What follows belongs to an exercise in optimizing a design on an open flow for small area, a short achievable clock period and few clock cycles; a production flow would make more cautious choices.
The RTL was checked by simulation tests, not by an equivalence proof against the original design.
No activity file was given, so power comes from the tool's default toggle rates.

$ cat config.mk
export PLATFORM = sky130hd
export DESIGN_NAME = pfsm
export DESIGN_NICKNAME = pfsm
export VERILOG_FILES = /design/flow/design.v
export SDC_FILE = /design/flow/constraint.sdc
export NUM_CORES = 8
export LEC_CHECK = 0
export CAP_MARGIN = 20
export CORE_MARGIN = 2
export CORE_UTILIZATION = 40
export SLEW_MARGIN = 20
$ cat constraint.sdc
create_clock -name core_clock -period 10.0 [get_ports {clk}]
set_input_delay 2.0000 -clock core_clock [delete_from_list [all_inputs] [get_ports {clk}]]
set_output_delay 2.0000 -clock core_clock [all_outputs]
set_load 0.01 [all_outputs]
$ cat design.v
module pfsm #(
    parameter [7:0] MARKER0      = 8'hA5,
    parameter [7:0] MARKER1      = 8'h5A,
    parameter [7:0] RETRY_BUDGET = 8'd2
) (
    input  wire         clk,
    input  wire         rst,
    input  wire         h_valid,
    output wire         h_ready,
    input  wire [18:0]  h_data,
    output reg          r_valid,
    input  wire         r_ready,
    output reg  [7:0]   r_data,
    output reg          r_last,
    input  wire         irq_valid,
    input  wire [3:0]   irq_flags,
    output reg          o_valid,
    input  wire         o_ready,
    output reg  [3:0]   o_op,
    output reg  [7:0]   o_data,
    input  wire         i_valid,
    output wire         i_ready,
    input  wire [7:0]   i_data,
    output wire         cip_req,
    output wire         cip_dir,       
    output wire [127:0] cip_din,
    output wire [127:0] cip_key,
    input  wire         cip_done,
    input  wire         cip_timeout,
    input  wire [127:0] cip_dout,
    output wire         idle,
    output wire         fatal,
    output wire [2:0]   fault
);
    localparam [7:0] MAX_FRAME = 8'd96;
    localparam [3:0] OP_CONFIGURE = 4'd1,
                     OP_RX_ARM    = 4'd2,
                     OP_STROBE_RDY= 4'd3,
                     OP_FLUSH_RX  = 4'd4,
                     OP_FIFO_WR   = 4'd5,
                     OP_FIFO_BYTE = 4'd6,
                     OP_STROBE_TX = 4'd7,
                     OP_POWER_DN  = 4'd8,
                     OP_FIFO_RD   = 4'd9,
                     OP_METRICS   = 4'd10,
                     OP_MSG_AVAIL = 4'd11,
                     OP_DATA_SENT = 4'd12;
    localparam [1:0] M_UNINIT = 2'd0, M_RUN = 2'd1, M_STOPPED = 2'd2, M_FATAL = 2'd3;
    localparam [2:0] F_OVERSIZE = 3'd1, F_NOT_INIT = 3'd2, F_TXDONE = 3'd3,
                     F_CRYPTO = 3'd4, F_BADCMD = 3'd5;
    localparam [5:0]
        ST_IDLE     = 6'd0,
        ST_DRAIN    = 6'd1,
        ST_INIT_KEY = 6'd2,
        ST_INIT_CFG = 6'd3,
        ST_INIT_ARM = 6'd4,
        ST_SEND_PAY = 6'd5,
        ST_READ_CNT = 6'd6,
        ST_READ_ADR = 6'd7,
        ST_READ_DAT = 6'd8,
        ST_RSP1     = 6'd9,
        ST_STOP     = 6'd10,
        ST_WAKE     = 6'd11,
        ST_S1       = 6'd12,
        ST_S2       = 6'd13,
        ST_S2_FRQ   = 6'd14,
        ST_S2_LEN   = 6'd15,
        ST_S2_DATA  = 6'd16,
        ST_S2_METQ  = 6'd17,
        ST_S2_MET   = 6'd18,
        ST_S2_FLUSH = 6'd19,
        ST_DEC      = 6'd20,
        ST_PARSE    = 6'd21,
        ST_EMIT_SENT= 6'd22,
        ST_EMIT_MSG = 6'd23,
        ST_ACKREPLY = 6'd24,
        ST_RELISTEN = 6'd25,
        ST_ARM_B    = 6'd26,
        ST_S3       = 6'd27,
        ST_RETX     = 6'd28,
        ST_ARM_U    = 6'd29,
        ST_S4       = 6'd30,
        ST_PAD      = 6'd31,
        ST_ENC      = 6'd32,
        ST_XMIT     = 6'd33,
        ST_XMIT_D   = 6'd34,
        ST_XMIT_S   = 6'd35;
    reg [5:0]   state;
    reg [1:0]   mode;
    reg [2:0]   fault_r;
    reg         term;
    reg         action_wake;
    reg [2:0]   pending;
    reg [2:0]   snap;
    reg [127:0] key;
    reg [7:0]   local_addr;
    reg [7:0]   next_seq;
    reg [7:0]   good_lqi;
    reg [7:0]   good_rssi;
    reg         tx_busy, tx_enc, tx_wack;
    reg [7:0]   tx_dest, tx_seq, tx_flags, tx_len, tx_retries;
    reg         rx_busy, rx_dec, rx_parsed;
    reg [7:0]   rx_len, rx_src, rx_rssi, rx_lqi, rx_plen, rx_flags, rx_seq;
    reg [7:0]   txs [0:95];
    reg [7:0]   rxs [0:95];
    reg [7:0]   cnt;         
    reg [7:0]   lim;         
    reg [2:0]   blk;         
    reg [7:0]   cmd_a;       
    reg         xret_s4;     
    wire        o_free = !o_valid || o_ready;
    wire        r_free = !r_valid || r_ready;
    wire        eng_due = (mode == M_RUN) && (term || action_wake);
    assign h_ready = ((state == ST_IDLE) && !eng_due) ||
                     (state == ST_DRAIN) || (state == ST_INIT_KEY) || (state == ST_SEND_PAY);
    assign i_ready = (state == ST_S2_LEN) || (state == ST_S2_DATA) || (state == ST_S2_MET);
    assign idle    = (state == ST_IDLE) && !eng_due && !o_valid && !r_valid;
    assign fatal   = (mode == M_FATAL);
    assign fault   = fault_r;
    assign cip_req = (state == ST_DEC) || (state == ST_ENC);
    assign cip_dir = (state == ST_DEC);
    assign cip_key = key;
    genvar gi;
    generate
        for (gi = 0; gi < 16; gi = gi + 1) begin : g_din
            wire [7:0] a = {1'b0, blk, 4'b0} + gi;
            assign cip_din[8*gi +: 8] = (state == ST_DEC) ?
                ((a < rx_len) ? rxs[a] : 8'h00) : txs[a];
        end
    endgenerate
    wire [2:0]  op    = h_data[18:16];
    wire [7:0]  op_a  = h_data[15:8];
    wire [7:0]  op_n  = h_data[7:0];
    wire        frame_valid = (rx_len >= 8'd5) && (rxs[0] == MARKER0) && (rxs[1] == MARKER1) &&
                              (rxs[2] >= 8'd5) && (rxs[2] <= rx_len);
    wire [7:0]  rx_last_blk = (rx_len - 8'd1) >> 4;
    wire [7:0]  tx_last_blk = (tx_len - 8'd1) >> 4;
    integer k;
    always @(posedge clk) begin
        case (state)
            ST_IDLE: if (!eng_due && h_valid && mode == M_RUN && op == 3'd1 &&
                         (op_n <= MAX_FRAME - 8'd5) && !tx_busy) begin
                txs[0] <= MARKER0;
                txs[1] <= MARKER1;
                txs[2] <= op_n + 8'd5;
                txs[3] <= 8'h00;
                txs[4] <= next_seq;
            end
            ST_SEND_PAY: if (h_valid)
                txs[cnt] <= h_data[7:0];
            ST_S2_DATA: if (i_valid && cnt < MAX_FRAME)
                rxs[cnt] <= i_data;
            ST_DEC: if (cip_done)
                for (k = 0; k < 16; k = k + 1)
                    rxs[{1'b0, blk, 4'b0} + k] <= cip_dout[8*k +: 8];
            ST_ACKREPLY: if (!tx_busy) begin
                txs[0] <= MARKER0;
                txs[1] <= MARKER1;
                txs[2] <= 8'd6;
                txs[3] <= 8'h01;
                txs[4] <= next_seq;
                txs[5] <= rx_seq;
            end
            ST_PAD: if (cnt[3:0] != 4'd0)
                txs[cnt] <= 8'h00;
            else
                txs[2] <= cnt;
            ST_ENC: if (cip_done)
                for (k = 0; k < 16; k = k + 1)
                    txs[{1'b0, blk, 4'b0} + k] <= cip_dout[8*k +: 8];
            default: ;
        endcase
    end
    task raise_fatal(input [2:0] code);
        begin
            if (fault_r == 3'd0) fault_r <= code;
            mode <= M_FATAL;
        end
    endtask
    always @(posedge clk) begin
        if (rst) begin
            state       <= ST_IDLE;
            mode        <= M_UNINIT;
            fault_r     <= 3'd0;
            term        <= 1'b0;
            action_wake <= 1'b0;
            pending     <= 3'd0;
            snap        <= 3'd0;
            key         <= 128'd0;
            local_addr  <= 8'd0;
            next_seq    <= 8'd0;
            good_lqi    <= 8'd0;
            good_rssi   <= 8'd0;
            tx_busy     <= 1'b0;
            tx_enc      <= 1'b0;
            tx_wack     <= 1'b0;
            tx_dest     <= 8'd0;
            tx_seq      <= 8'd0;
            tx_flags    <= 8'd0;
            tx_len      <= 8'd0;
            tx_retries  <= 8'd0;
            rx_busy     <= 1'b0;
            rx_dec      <= 1'b0;
            rx_parsed   <= 1'b0;
            rx_len      <= 8'd0;
            rx_src      <= 8'd0;
            rx_rssi     <= 8'd0;
            rx_lqi      <= 8'd0;
            rx_plen     <= 8'd0;
            rx_flags    <= 8'd0;
            rx_seq      <= 8'd0;
            cnt         <= 8'd0;
            lim         <= 8'd0;
            blk         <= 3'd0;
            cmd_a       <= 8'd0;
            xret_s4     <= 1'b0;
            o_valid     <= 1'b0;
            o_op        <= 4'd0;
            o_data      <= 8'd0;
            r_valid     <= 1'b0;
            r_data      <= 8'd0;
            r_last      <= 1'b0;
        end else begin
            if (o_valid && o_ready) o_valid <= 1'b0;
            if (r_valid && r_ready) r_valid <= 1'b0;
            case (state)
            ST_IDLE: begin
                if (mode == M_RUN && term) begin
                    state <= ST_STOP;
                end else if (mode == M_RUN && action_wake) begin
                    state <= ST_WAKE;
                end else if (h_valid) begin
                    cmd_a <= op_a;
                    cnt   <= 8'd0;
                    lim   <= op_n;
                    if (mode == M_FATAL) begin
                        if ((op == 3'd0 || op == 3'd1) && op_n != 8'd0) state <= ST_DRAIN;
                    end else if (op == 3'd6 || op == 3'd7) begin
                        raise_fatal(F_BADCMD);
                    end else if (op == 3'd0 && op_n != 8'd16) begin
                        raise_fatal(F_BADCMD);
                        if (op_n != 8'd0) state <= ST_DRAIN;
                    end else if (op != 3'd0 && mode != M_RUN) begin
                        raise_fatal(F_NOT_INIT);
                        if (op == 3'd1 && op_n != 8'd0) state <= ST_DRAIN;
                    end else if (op == 3'd0 && mode == M_RUN) begin
                        state <= ST_DRAIN;           
                    end else begin
                        case (op)
                        3'd0: begin                   
                            term        <= 1'b0;
                            action_wake <= 1'b0;
                            pending     <= 3'd0;
                            snap        <= 3'd0;
                            next_seq    <= 8'd0;
                            good_lqi    <= 8'd0;
                            good_rssi   <= 8'd0;
                            tx_busy     <= 1'b0;
                            tx_enc      <= 1'b0;
                            tx_wack     <= 1'b0;
                            rx_busy     <= 1'b0;
                            rx_dec      <= 1'b0;
                            rx_parsed   <= 1'b0;
                            local_addr  <= op_a;
                            state       <= ST_INIT_KEY;
                        end
                        3'd1: begin                   
                            if (op_n > MAX_FRAME - 8'd5) begin
                                raise_fatal(F_OVERSIZE);
                                state <= ST_DRAIN;
                            end else if (tx_busy) begin
                                if (op_n != 8'd0) state <= ST_DRAIN;
                            end else begin
                                tx_busy    <= 1'b1;
                                tx_enc     <= 1'b0;
                                tx_wack    <= 1'b0;
                                tx_dest    <= op_a;
                                tx_flags   <= 8'h00;
                                tx_seq     <= next_seq;
                                next_seq   <= next_seq + 8'd1;
                                tx_retries <= RETRY_BUDGET;
                                tx_len     <= op_n + 8'd5;
                                action_wake <= 1'b1;
                                cnt        <= 8'd5;
                                lim        <= 8'd0;
                                if (op_n != 8'd0) state <= ST_SEND_PAY;
                            end
                        end
                        3'd2: begin                   
                            if (!rx_busy || !rx_parsed) begin
                                lim <= 8'd0;
                                state <= ST_READ_CNT;
                            end else begin
                                lim <= (op_n < rx_plen) ? op_n : rx_plen;
                                rx_busy   <= 1'b0;
                                rx_dec    <= 1'b0;
                                rx_parsed <= 1'b0;
                                cmd_a     <= rx_src;
                                cnt       <= 8'd5;
                                state     <= ST_READ_CNT;
                            end
                        end
                        3'd3: begin                   
                            cmd_a <= good_lqi;
                            state <= ST_RSP1;
                        end
                        3'd4: begin                   
                            cmd_a <= good_rssi;
                            state <= ST_RSP1;
                        end
                        3'd5: begin                   
                            term <= 1'b1;
                        end
                        default: ;
                        endcase
                    end
                end else if (irq_valid && mode == M_RUN) begin
                    if (irq_flags[2:0] != 3'd0) begin
                        pending     <= pending | irq_flags[2:0];
                        action_wake <= 1'b1;
                    end
                end
            end
            ST_DRAIN: if (h_valid) begin
                cnt <= cnt + 8'd1;
                if (cnt + 8'd1 == lim) state <= ST_IDLE;
            end
            ST_INIT_KEY: if (h_valid) begin
                key[8*cnt[3:0] +: 8] <= h_data[7:0];
                cnt <= cnt + 8'd1;
                if (cnt == 8'd15) state <= ST_INIT_CFG;
            end
            ST_INIT_CFG: if (o_free) begin
                o_valid <= 1'b1; o_op <= OP_CONFIGURE; o_data <= local_addr;
                state <= ST_INIT_ARM;
            end
            ST_INIT_ARM: if (o_free) begin
                o_valid <= 1'b1; o_op <= OP_RX_ARM; o_data <= 8'd0;
                mode  <= M_RUN;
                state <= ST_IDLE;
            end
            ST_SEND_PAY: if (h_valid) begin
                cnt <= cnt + 8'd1;
                if (cnt + 8'd1 == tx_len) state <= ST_IDLE;
            end
            ST_READ_CNT: if (r_free) begin
                r_valid <= 1'b1; r_data <= lim; r_last <= (cnt == 8'd0);
                state <= (cnt == 8'd0) ? ST_IDLE : ST_READ_ADR;
            end
            ST_READ_ADR: if (r_free) begin
                r_valid <= 1'b1; r_data <= cmd_a; r_last <= (lim == 8'd0);
                state <= (lim == 8'd0) ? ST_IDLE : ST_READ_DAT;
            end
            ST_READ_DAT: if (r_free) begin
                r_valid <= 1'b1; r_data <= rxs[cnt]; r_last <= (cnt + 8'd1 == lim + 8'd5);
                cnt <= cnt + 8'd1;
                if (cnt + 8'd1 == lim + 8'd5) state <= ST_IDLE;
            end
            ST_RSP1: if (r_free) begin
                r_valid <= 1'b1; r_data <= cmd_a; r_last <= 1'b1;
                state <= ST_IDLE;
            end
            ST_STOP: if (o_free) begin
                pending     <= 3'd0;
                snap        <= 3'd0;
                action_wake <= 1'b0;
                o_valid <= 1'b1; o_op <= OP_POWER_DN; o_data <= 8'd0;
                mode  <= M_STOPPED;
                state <= ST_IDLE;
            end
            ST_WAKE: begin
                action_wake <= 1'b0;
                snap    <= pending;
                pending <= 3'd0;
                state   <= ST_S1;
            end
            ST_S1: begin
                if (!snap[0]) begin
                    state <= ST_S2;
                end else if (!tx_busy) begin
                    raise_fatal(F_TXDONE);
                    state <= ST_IDLE;
                end else if (o_free) begin
                    o_valid <= 1'b1; o_op <= OP_RX_ARM; o_data <= {7'd0, tx_wack};
                    if (!tx_wack) begin
                        tx_busy <= 1'b0; tx_enc <= 1'b0; tx_wack <= 1'b0;
                    end
                    state <= ST_S2;
                end
            end
            ST_S2: begin
                if (!snap[1]) begin
                    state <= ST_S3;
                end else if (o_free) begin
                    o_valid <= 1'b1; o_op <= OP_STROBE_RDY; o_data <= 8'd0;
                    state <= ST_S2_FRQ;
                end
            end
            ST_S2_FRQ: if (o_free) begin
                o_valid <= 1'b1; o_op <= OP_FIFO_RD; o_data <= 8'd0;
                state <= ST_S2_LEN;
            end
            ST_S2_LEN: if (i_valid) begin
                lim    <= i_data;
                cnt    <= 8'd0;
                rx_len <= (i_data < MAX_FRAME) ? i_data : MAX_FRAME;
                state  <= (i_data == 8'd0) ? ST_S2_METQ : ST_S2_DATA;
            end
            ST_S2_DATA: if (i_valid) begin
                cnt <= cnt + 8'd1;
                if (cnt + 8'd1 == lim) state <= ST_S2_METQ;
            end
            ST_S2_METQ: if (o_free) begin
                o_valid <= 1'b1; o_op <= OP_METRICS; o_data <= 8'd0;
                cnt   <= 8'd0;
                state <= ST_S2_MET;
            end
            ST_S2_MET: if (i_valid) begin
                case (cnt[1:0])
                    2'd0: rx_src  <= i_data;
                    2'd1: rx_rssi <= i_data;
                    default: rx_lqi <= i_data;
                endcase
                cnt <= cnt + 8'd1;
                if (cnt == 8'd2) state <= ST_S2_FLUSH;
            end
            ST_S2_FLUSH: if (o_free) begin
                o_valid <= 1'b1; o_op <= OP_FLUSH_RX; o_data <= 8'd0;
                rx_busy   <= 1'b1;
                rx_dec    <= 1'b0;
                rx_parsed <= 1'b0;
                blk       <= 3'd0;
                if (rx_len != 8'd0) begin
                    state <= ST_DEC;
                end else begin
                    rx_busy <= 1'b0;
                    state   <= ST_RELISTEN;
                end
            end
            ST_DEC: begin
                if (cip_timeout) begin
                    raise_fatal(F_CRYPTO);
                    state <= ST_IDLE;
                end else if (cip_done) begin
                    blk <= blk + 3'd1;
                    if ({5'd0, blk} == rx_last_blk) begin
                        rx_dec <= 1'b1;
                        state  <= ST_PARSE;
                    end
                end
            end
            ST_PARSE: begin
                if (!frame_valid) begin
                    rx_busy <= 1'b0; rx_dec <= 1'b0; rx_parsed <= 1'b0;
                    state <= ST_RELISTEN;
                end else begin
                    rx_plen   <= rxs[2] - 8'd5;
                    rx_flags  <= rxs[3];
                    rx_seq    <= rxs[4];
                    good_lqi  <= rx_lqi;
                    good_rssi <= rx_rssi;
                    if (rxs[3][0]) begin
                        rx_busy <= 1'b0; rx_dec <= 1'b0; rx_parsed <= 1'b0;
                        if (rxs[2] >= 8'd6 && tx_busy && tx_seq == rxs[5]) begin
                            tx_busy <= 1'b0; tx_enc <= 1'b0; tx_wack <= 1'b0;
                            tx_retries <= 8'd0;
                            state <= ST_EMIT_SENT;
                        end else begin
                            state <= ST_ARM_B;
                        end
                    end else if (rxs[2] != 8'd5) begin
                        rx_parsed <= 1'b1;
                        state <= ST_EMIT_MSG;
                    end else begin
                        rx_parsed <= 1'b1;
                        state <= ST_RELISTEN;
                    end
                end
            end
            ST_EMIT_SENT: if (o_free) begin
                o_valid <= 1'b1; o_op <= OP_DATA_SENT; o_data <= 8'd0;
                state <= ST_RELISTEN;
            end
            ST_EMIT_MSG: if (o_free) begin
                o_valid <= 1'b1; o_op <= OP_MSG_AVAIL; o_data <= 8'd0;
                state <= ST_ACKREPLY;
            end
            ST_ACKREPLY: begin
                if (tx_busy) begin
                    state <= ST_RELISTEN;
                end else begin
                    tx_busy    <= 1'b1;
                    tx_enc     <= 1'b0;
                    tx_wack    <= 1'b0;
                    tx_dest    <= rx_src;
                    tx_flags   <= 8'h01;
                    tx_seq     <= next_seq;
                    next_seq   <= next_seq + 8'd1;
                    tx_retries <= 8'd0;
                    tx_len     <= 8'd6;
                    state      <= ST_S3;
                end
            end
            ST_RELISTEN: if (o_free) begin
                o_valid <= 1'b1; o_op <= OP_RX_ARM; o_data <= {7'd0, tx_busy & tx_wack};
                state <= ST_S3;
            end
            ST_ARM_B: if (o_free) begin
                o_valid <= 1'b1; o_op <= OP_RX_ARM; o_data <= 8'd1;
                state <= ST_S3;
            end
            ST_S3: begin
                if (!snap[2]) begin
                    state <= ST_S4;
                end else if (o_free) begin
                    o_valid <= 1'b1; o_op <= OP_FLUSH_RX; o_data <= 8'd0;
                    state <= ST_RETX;
                end
            end
            ST_RETX: begin
                if (!tx_busy || !tx_enc) begin
                    state <= ST_S4;
                end else if (tx_retries == 8'd0) begin
                    tx_busy <= 1'b0; tx_enc <= 1'b0; tx_wack <= 1'b0;
                    state <= ST_ARM_U;
                end else begin
                    tx_retries <= tx_retries - 8'd1;
                    xret_s4 <= 1'b1;
                    state <= ST_XMIT;
                end
            end
            ST_ARM_U: if (o_free) begin
                o_valid <= 1'b1; o_op <= OP_RX_ARM; o_data <= 8'd0;
                state <= ST_S4;
            end
            ST_S4: begin
                if (tx_busy && !tx_enc) begin
                    cnt   <= tx_len;
                    state <= ST_PAD;
                end else begin
                    state <= ST_IDLE;
                end
            end
            ST_PAD: begin
                if (cnt[3:0] != 4'd0) begin
                    cnt <= cnt + 8'd1;
                end else begin
                    tx_len <= cnt;
                    blk    <= 3'd0;
                    state  <= ST_ENC;
                end
            end
            ST_ENC: begin
                if (cip_timeout) begin
                    raise_fatal(F_CRYPTO);
                    state <= ST_IDLE;
                end else if (cip_done) begin
                    blk <= blk + 3'd1;
                    if ({5'd0, blk} == tx_last_blk) begin
                        tx_enc  <= 1'b1;
                        tx_wack <= !tx_flags[0];
                        xret_s4 <= 1'b0;
                        state   <= ST_XMIT;
                    end
                end
            end
            ST_XMIT: if (o_free) begin
                o_valid <= 1'b1; o_op <= OP_FIFO_WR; o_data <= tx_dest;
                cnt   <= 8'd0;
                state <= ST_XMIT_D;
            end
            ST_XMIT_D: if (o_free) begin
                o_valid <= 1'b1; o_op <= OP_FIFO_BYTE; o_data <= txs[cnt];
                cnt <= cnt + 8'd1;
                if (cnt + 8'd1 == tx_len) state <= ST_XMIT_S;
            end
            ST_XMIT_S: if (o_free) begin
                o_valid <= 1'b1; o_op <= OP_STROBE_TX; o_data <= 8'd0;
                state <= xret_s4 ? ST_S4 : ST_IDLE;
            end
            default: state <= ST_IDLE;
            endcase
        end
    end
endmodule
$ cat run.sh
#!/bin/bash
# synth_recipe.tcl (not shown) runs the flow's synth.tcl, then flattens the netlist and writes it again
# the make line also repeats each setting of config.mk as NAME=value (left out here)
make -C /OpenROAD-flow-scripts/flow DESIGN_CONFIG=/design/flow/config.mk WORK_HOME=/design/flow/orfs CLKGATE_MAP_FILE= SYNTH_SCRIPT=/design/flow/synth_recipe.tcl finish
==> results.txt <==
Die ar.: 0.2622 sq mm
sequential share of power: 38.4%
CP startpoint: state[0]$_SDFFE_PP0P_
largest net degree at the start of global routing: 144
cells after synthesis: 8506
fin crit share: 77.00%
R2R Setup Slk: 4.34 ns
status: no timing/DRC/antenna violations
drt total wl: 527900 um
Via density: 6.972
min-delay src: o_op[0]$_SDFFE_PP0P_
vias in the first global route: 79300
initial detailed-routing violation count: 14940
worst-path cell chain: buf_4 > nor4b_4 > nand2_4 > nor2_1 > o21ai_1 > buf_4 > nor2_1 > nand2_1 > o22ai_1 > clkdlybuf4s50_1
max_cap viols: 0
async set-reset flop share out of synthesis: 0%
Crit Path Max Fanout: 43
Layout Utilization: 46.17%
Int Power: 0.01534 W
Clk pwr share: 34.4%
Post-CTS Hold Buffers: 0
Avg Cell Area, Syn: 12.14 sq um
Final Hold Viols: 0
total CTS buffers: 208
post-CTS setup buffers: 0
Cell variety after synth: 101
CP max stage cell: nor4b_4
FMAX: 129.9 MHz
Post-DP HPWL: 386800 um
Layout Area Growth over Synthesis: 14.81%
FF-to-FF End: rxs[35][5]$_DFFE_PP_
worst endpoint required time: 8.00 ns
clock skew: 0.07793 ns
Worst-Margin Slew: 1.390 ns
worst skew pair latency: 0.93 ns
relative slew slack: 7.342%
clk root buf: clkbuf_16
Switch Pwr: 0.007662 W
setup ws final: 2.300 ns
CTS tree: built
critical path class: reg -> out
most common cell after layout, fill and taps aside: edfxtp_1
Top-Level Pins: 456
Worst Hold End: o_op[0]$_SDFFE_PP0P_
ANT nets after route: 0
Synth Cell Area: 0.1032 sq mm
syn nets: 8714
post-place setup slack: 3.325 ns
Critical Path Source Type: flop
CP arrival: 5.70 ns
Pwr Total: 0.02300 W
Critical R2R Launch: state[0]$_SDFFE_PP0P_
Reg2Reg Depth: 9
PortBufs: 454
worst vdd ir: 201.2 uV
H-tree Lvls: 4
slowest stage delay, CP: 0.69 ns
std cell rows: 186
Comb power frac: 27.2%
most frequent cells in the layout: edfxtp_1, o21a_1, nor2_1
Finish-stage setup viols: 0
leading registers by flop count: rxs: 768 flops, txs: 768 flops, key: 128 flops
Min Hold Slack: 0.4515 ns
pwr dens: 194.1 mW/mm^2
number of synthesized register bits: 1862
CP endpoint kind: primary output
drt pass-1 iters: 6
Final nets: 8838
share of cells above drive strength 1: 18.77%
clock sink total: 1862
Synth Warn #: 1
DRC Markers: 0
Post-synth EDFFs: 1536
PostCTS Resize Cnt: 0
Vias: 85190
Tot GR Track Use: 39.19%
Clk pin slew, worst setup/hold paths: 0.07 ns
Leak: 36.88 nW
Hold WC Path Type: reg -> reg
Sw Ratio: 33.31%
post-synthesis sequential area ratio: 51.00%
Most used DFF post-synth: edfxtp_1
Tmin final: 7.700 ns
Setup TNS: 0 ns
CTS max path bufs: 3
initial antenna violation count: 85
first-pass GRT wire length: 699400 um
Starting Density: 40.22%
RSZ-0062 raised after global routing: false
Die H: 512.0 um
GP Congestion: 1.021
WL/cell: 43.21 um
Core Footprint: 0.2567 sq mm
total gr overflow: 0
Final Slew Violations: 0
Hold Crit Depth: 2
die width: 512.0 um
-- logic make-up after synthesis --
family	after synthesis	share of synthesized area, %
AOI/OAI and AO/OA	2458	16.30
xor gates and xnor gates	58	0.6266
adders and majority gates	40	0.4848
buffers and inverters	951	3.812
DFF	1862	51.00
muxes	1175	19.55
and+or+nand+nor	1962	8.225
-- worst max-delay path: cells and delay by family, from the launching register on --
family,cells,cell delay (ns)
buffers and inverters,3,1.19
flip-flops,1,0.31
AO/OA/AOI/OAI,2,0.77
AND/OR/NAND/NOR,5,2.54
-- cells in the mapped netlist, types with 13 or more instances --
library cell / n / area [sq um]
ha_1: 40 / 500.5
nand2b_1: 25 / 156.4
and3_1: 19 / 118.9
a221oi_1: 42 / 367.9
o31ai_1: 19 / 142.6
nor2_1: 885 / 3322
dfxtp_1: 326 / 6526
mux2_2: 180 / 2027
nor4_1: 20 / 125.1
a22o_1: 14 / 122.6
nand4_1: 23 / 143.9
o21ai_0: 529 / 2648
o22ai_1: 50 / 312.8
a22oi_1: 131 / 983.4
o221ai_1: 14 / 122.6
nand3_1: 133 / 665.6
a31oi_1: 24 / 150.1
o211ai_1: 22 / 165.2
clkbuf_1: 571 / 2143
a221o_1: 15 / 150.1
xnor2_1: 20 / 175.2
a32oi_1: 18 / 157.7
or3_1: 14 / 87.58
nor3_1: 67 / 335.3
a311oi_1: 14 / 122.6
o21a_1: 1169 / 8776
buf_4: 22 / 165.2
nand2_1: 633 / 2376
buf_1: 77 / 289.0
a21oi_1: 232 / 1161
mux4_2: 655 / 14750
inv_1: 66 / 247.7
buf_2: 202 / 1011
xor2_1: 28 / 245.2
a211oi_1: 39 / 292.8
nor2b_1: 32 / 200.2
and2_1: 19 / 118.9
edfxtp_1: 1536 / 46120
mux2i_1: 340 / 3403
o2111ai_1: 13 / 113.9
-- metrics by stage --
step,cells,area (sq um)
6_report,12220,118500
3_5_place_dp,11800,111500
4_1_cts,12180,118300
5_1_grt,12200,118500
2_1_floorplan,8506,103200
3_3_place_gp,11800,111500
-- routing by layer --
layer	part of all wire, %	wire, um	up-vias	track usage, %
li1	-	-	32970	-
met1	35	185300	43460	49.03
met2	42	220900	7343	56.31
met3	14	76430	1358	14.22
met4	8.5	44730	64	27.03
met5	0.10	540	-	0.3288
-- how the worst max path moves through the flow --
stage / end / cells after the start
4_1_cts: cip_din[50] / 9
3_3_place_gp: txs[63][1]$_DFFE_PP_ / 8
6_report: cip_din[119] / 10
2_1_floorplan: cip_din[40] / 10
5_1_grt: cip_din[94] / 9
3_5_place_dp: txs[63][1]$_DFFE_PP_ / 8
-- final cells by class --
class,instances,area (sq um)
well taps,3384,4234
repair buffers,790,7248
fillers,23240,138200
inverters,75,286.5
diodes,33,82.58
multi-input cells,5693,47150
clock inverters,106,1136
clock buffers,276,5699
flip-flops and latches,1862,52680
-- power by group through the flow --
stage          registers (W)  clock network (W)  logic, W
2_1_floorplan        0.00886                  0   0.00357
3_3_place_gp         0.00900                  0   0.00589
3_5_place_dp         0.00900                  0   0.00594
4_1_cts              0.00883            0.00790   0.00596
5_1_grt              0.00885            0.00818   0.00638
6_report             0.00884            0.00791   0.00625
Testbench counts, summed over its fixed seeds: cycles 196,816.

==> re-timing with driven ports <==
How much do the figures lean on ideal ports? The routed layout below was timed once more, with nothing changed but the port constraints. Step 1: set_driving_cell puts a clkbuf_16 on clk and a buf_2 on each other input, an assumption about the parent block. Step 2 also shifts input and output timing later by t, the mid clock arrival at the registers, as if the neighbouring blocks saw the same clock. a / b / c = ideal / step 1 / step 2; a / b = the first two.
t, ns: 1.002
slack for setup (ns): 2.300 / 2.188 / 3.006
worst setup path at the end: input to register
clock arrival spread, ns: 0.081 / 0.082
pins driven straight from the clock port: 1
After both steps this run still meets setup and hold. The setup slack of this run moves by -0.112 ns with the drivers and by +0.706 ns with both steps.
